Background: an optimization exercise with open tools, aiming at small area, a short achievable clock period and few clock cycles. Do not read the settings as production practice.
The RTL was checked by simulation tests, not by an equivalence proof against the original design.
No activity file was given, so power comes from the tool's default toggle rates.

Setup of north:
Design spitfp_core, start of the top module:
module spitfp_core (
    input  wire       clk,
    input  wire       rst,         
    input  wire       in_valid,
    output wire       in_ready,
    input  wire [7:0] in_data,
    output wire       out_valid,
    input  wire       out_ready,
    output wire [7:0] out_data
);
Size: ~5700 cells after synthesis, roughly 1500 flip-flops, roughly 22 I/O pins, about 69000 sq um of cells after synthesis.
==> flow/config.mk <==
export PLATFORM = sky130hd
export DESIGN_NAME = spitfp_core
export DESIGN_NICKNAME = spitfp_core
export VERILOG_FILES = /design/flow/design.v
export SDC_FILE = /design/flow/constraint.sdc
export NUM_CORES = 4
export LEC_CHECK = 0
export CAP_MARGIN = 20
export CORE_MARGIN = 2
export CORE_UTILIZATION = 40
export CTS_CLUSTER_DIAMETER = 60
export CTS_CLUSTER_SIZE = 24
export PLACE_DENSITY = 0.6
export SETUP_SLACK_MARGIN = 5.0
export SLEW_MARGIN = 20
==> flow/constraint.sdc <==
create_clock -name core_clock -period 8.0 [get_ports {clk}]
set_input_delay 1.6000 -clock core_clock [delete_from_list [all_inputs] [get_ports {clk}]]
set_output_delay 1.6000 -clock core_clock [all_outputs]
set_load 0.01 [all_outputs]
run.sh (not shown) runs the stock make flow with config.mk's settings and CLKGATE_MAP_FILE= SYNTH_SCRIPT=/design/flow/synth_recipe.tcl, a recipe that flattens the netlist after the stock synthesis.
north was carried through to the last stage, and its layout satisfied the timing, design-rule and antenna checks.
Testbench counts of north, summed over its fixed seeds: cycles 160,687.
--- input diff north..south ---
- swapping 24 for 20 in CTS_CLUSTER_SIZE
--- outcome ---
Between south and north, data required time of the worst path is higher for south, north comes in under that. Clock latency reported for the late side of the worst-skew pair: south vs north — no meaningful difference. south | status: complete | timing, DRC, antenna: pass. south against north: setup slack of the critical path after layout fell 0.0074 ns; final hold slack rose 0.0047 ns. Going from north to south, the post-CTS setup buffer count was found to have gone down by 23. Diff north -> south | number of buffers added by the clock tree synthesis step | increase of 4. Compared with north, south shows a total met3 wirelength after detailed routing that is about 1.9% lower.
Modified inputs, east compared to south
- swapping 40 for 45 in CORE_UTILIZATION
- swapping 60 for 50 in CTS_CLUSTER_DIAMETER
- swapping 20 for 16 in CTS_CLUSTER_SIZE
[summary]
Against south as the reference, east delivers a higher estimated wirelength of the detail-placed design. Going from south to east, maximum level of the CTS H-tree now larger; count of inserted tapcells lost about 9%; die area fell about 11%; setup slack rose 0.017 ns. south → east: worst reg-to-reg setup slack +0.02 ns; switching power summed over all nets picked up an extra 0.23 mW. Via count: south vs east, no meaningful difference. The layout buffer count excluding clock buffers reported for east is greater than that of south by 7.
Changes in west relative to east:
- TNS_END_PERCENT now 10, previously not set
- CTS_CLUSTER_SIZE no longer set, was 16
- CORE_UTILIZATION now 40, was 45
- CTS_CLUSTER_DIAMETER no longer set, was 50
--- outcome ---
- Summary of west over east: worst slack on hold paths neither gained nor lost much, total power decreased about 1.2%, switching power of the nets now smaller, share of cell area taken by multi-input logic gates did not really move, utilization now sits lower.
- Final-layout clock buffer total went up by more than 10% going from east to west.
- Going from east to west, global-route wire length before repair lower, arrival time at the worst endpoint has increased.
- The clock-pin slew on the worst setup and hold paths was comparable across west and east.
- Length of routed wiring on met1: west vs east — no meaningful difference
- west has worst slew margin relative to its limit below what east had.
[inputs] middle vs west
- an added CTS_CLUSTER_DIAMETER of 60
- a deleted TNS_END_PERCENT that had been 10
- an added CTS_CLUSTER_SIZE of 20
- a change of PLACE_DENSITY from 0.6 to 0.65
- a change of CORE_UTILIZATION from 40 to 50
Compared with west, middle shows initial core utilization higher by 10 points. Relative to west, the critical path required time of middle is lower by 0.02 ns. Post-detailed-route via-to-cell ratio for middle is higher than for west. Between middle and west, it is middle whose area of the core is lower, by about 20%. Looking at launching instance or port of the critical path, the r_oh[2] result is from west; the r_oh[7] one comes from middle. The area added between synthesis and finish in middle sits 1.4 points below the value recorded for west. Cmp middle and west / worst slack on hold paths / lower: middle. Delta (middle minus west): area of all placed cells without fillers decreased about 1.2%; share of cell area taken by flip-flops and latches increased 0.64 points; width of the die down 10%; wire length of the first global-routing pass down 0.34%.


== run 1 ==
Starting RTL as in the previous note.
Settings: LEC_CHECK=0, CAP_MARGIN=20, CORE_MARGIN=2, CORE_UTILIZATION=40, CTS_BUF_LIST=sky130_fd_sc_hd__clkbuf_8, CTS_CLUSTER_SIZE=20, PLACE_DENSITY=0.6, SETUP_SLACK_MARGIN=5.0, SLEW_MARGIN=20; clock period 8.0 ns.
Run 1 has completed all stages; timing, DRC and antenna checks passed.
Testbench counts of run 1, summed over its fixed seeds: cycles 160,687.
For run 2, these inputs were changed with respect to run 1:
Settings: PLACE_DENSITY: 0.6 -> 0.55; CTS_CLUSTER_DIAMETER: unset -> 60; CTS_BUF_LIST: sky130_fd_sc_hd__clkbuf_8 -> unset; CORE_UTILIZATION: 40 -> 35.
Results
Run 2 against run 1: total chip power -2.8%, final worst hold slack now sits higher, slew of the pin with the lowest slew margin has decreased. Run 2 finished end to end and its layout was clean on timing, DRC and antenna. Run 1 reached the final stage; the timing, design-rule and antenna checks on its layout passed. Violation count after the first detailed-routing iteration: run 2 vs run 1 down about 2%. Relative to run 1, the global-route usage of run 2 is lower by 2.6 points. Looking at start point of the critical path, the od_o[7]$_DFFE_PP_ result is from run 1; the r_oh[15]$_DFFE_PP_ one comes from run 2.
### run 2 -> run 3
Settings: swapping 0.55 for 0.7 in PLACE_DENSITY; swapping 35 for 40 in CORE_UTILIZATION.
[summary]
Run 3 completed; timing, DRC and antenna clean
Run 3 ended up with met4 as its uppermost layer routed; run 2 ended up with met5.
On post-layout instance area, the lower figure sits with run 3, not run 2.
Run 3 against run 2: die extent in x decreased by about 6.4% relative to the old numbers, area used by multi-input combinational logic now sits at about the same level, detailed-routed wire length on met3 went up, total power dropped 670 uW.
Routed wire length shrinks by a few percent when moving from run 2 to run 3.
On clock network latency to the later pin of the worst-skew pair, run 3 tracks run 2 almost exactly.
Looking only at global-route wire length before repair, and setting everything else aside, the lower value of run 3 and run 2 goes to run 3.
Measured against run 3, the final non-filler cell total of run 2 comes out at 1.06 times the reference value.
For the setup slack, run 3 came in 0.076 ns lower than run 2 did.
Utilization of the core after routing for run 3: 4.9 points up relative to run 2
Setup changes, run 3 to run 4
Settings: changing PLACE_DENSITY from 0.7 to 0.5; changing CORE_UTILIZATION from 40 to 30; removing CTS_CLUSTER_DIAMETER (formerly 60); removing CTS_CLUSTER_SIZE (formerly 20).
Findings:
Run 3: all stages complete, timing, DRC and antenna checks passed. Run 4 completed end to end with timing, DRC and antenna clean. When run 4 is set beside run 3, its power per cell area turns out to be about 6.5% larger. Of run 3 and run 4, the higher standby leakage power belongs to run 4. Taking run 3 as the reference point, the DRC marker count from the first detailed-route iteration of run 4 falls by 1599.
### run 4 -> run 5
Settings: a change of PLACE_DENSITY from 0.5 to 0.6; a change of CORE_UTILIZATION from 30 to 40.
Findings:
- Run 5: flow completed, timing, DRC and antenna clean
- Delta (run 5 minus run 4): first-iteration DRC count increased by 384 relative to the old numbers; number of buffers created by CTS decreased by 2 relative to the old numbers; number of logic stages on the critical path including buffering rose 1; power share of the combinational group increased by 0.3 points relative to the old numbers; global-route track usage on met1 rose by 5.8 points.
- Higher minimum clock period after layout was reported by run 5, not run 4.
- From run 4 to run 5 the numbers moved as follows: latest clock arrival within the worst-skew pair climbed 0.03 ns, wire length dropped 6.5%, global-route wire length before repair fell by about 6%.

==> port drivers added, routing unchanged <==
In the flow no input, the clock included, has a driving cell. The finished layouts below were timed again as built, in two steps.
Step 1, drivers: a clkbuf_16 drives clk and a buf_2 each remaining input, both assumed.
Step 2 adds t to the input delays and takes it off the output delays; t is the mean of the earliest and latest rising clock arrival at the registers after step 1. Input paths then give back, and output paths get back, about the clock's delay inside the block.
Slacks: ideal / step 1 / step 2; pairs: ideal / step 1.
| run | shift t [ns] | setup slack, ns | latest minus earliest clock arrival (ns) | slew at the worst register clock pin (ns) |
|---|---|---|---|---|
| north | 0.857 | 4.862 / 4.862 / 4.333 | 0.081 / 0.082 | 0.09 / 0.09 |
| south | 0.871 | 4.854 / 4.854 / 4.357 | 0.076 / 0.077 | 0.09 / 0.09 |
| east | 0.899 | 4.872 / 4.872 / 4.279 | 0.035 / 0.035 | 0.07 / 0.07 |
| west | 0.881 | 4.698 / 4.698 / 4.257 | 0.037 / 0.037 | 0.07 / 0.07 |
| middle | 0.843 | 4.863 / 4.863 / 4.387 | 0.049 / 0.048 | 0.09 / 0.09 |
| run 1 | 1.073 | 4.786 / 4.706 / 4.010 | 0.080 / 0.080 | 0.07 / 0.07 |
| run 2 | 0.863 | 4.839 / 4.839 / 4.300 | 0.049 / 0.049 | 0.08 / 0.08 |
| run 3 | 0.845 | 4.762 / 4.750 / 4.204 | 0.047 / 0.047 | 0.09 / 0.09 |
| run 4 | 0.882 | 4.868 / 4.868 / 4.347 | 0.044 / 0.044 | 0.07 / 0.07 |
| run 5 | 0.899 | 4.841 / 4.841 / 4.360 | 0.070 / 0.070 | 0.07 / 0.07 |
After both steps setup and hold are still met in every run listed. For run 1, which loses most, drivers alone change the setup slack by -0.080 ns; drivers and shift together by -0.776 ns.
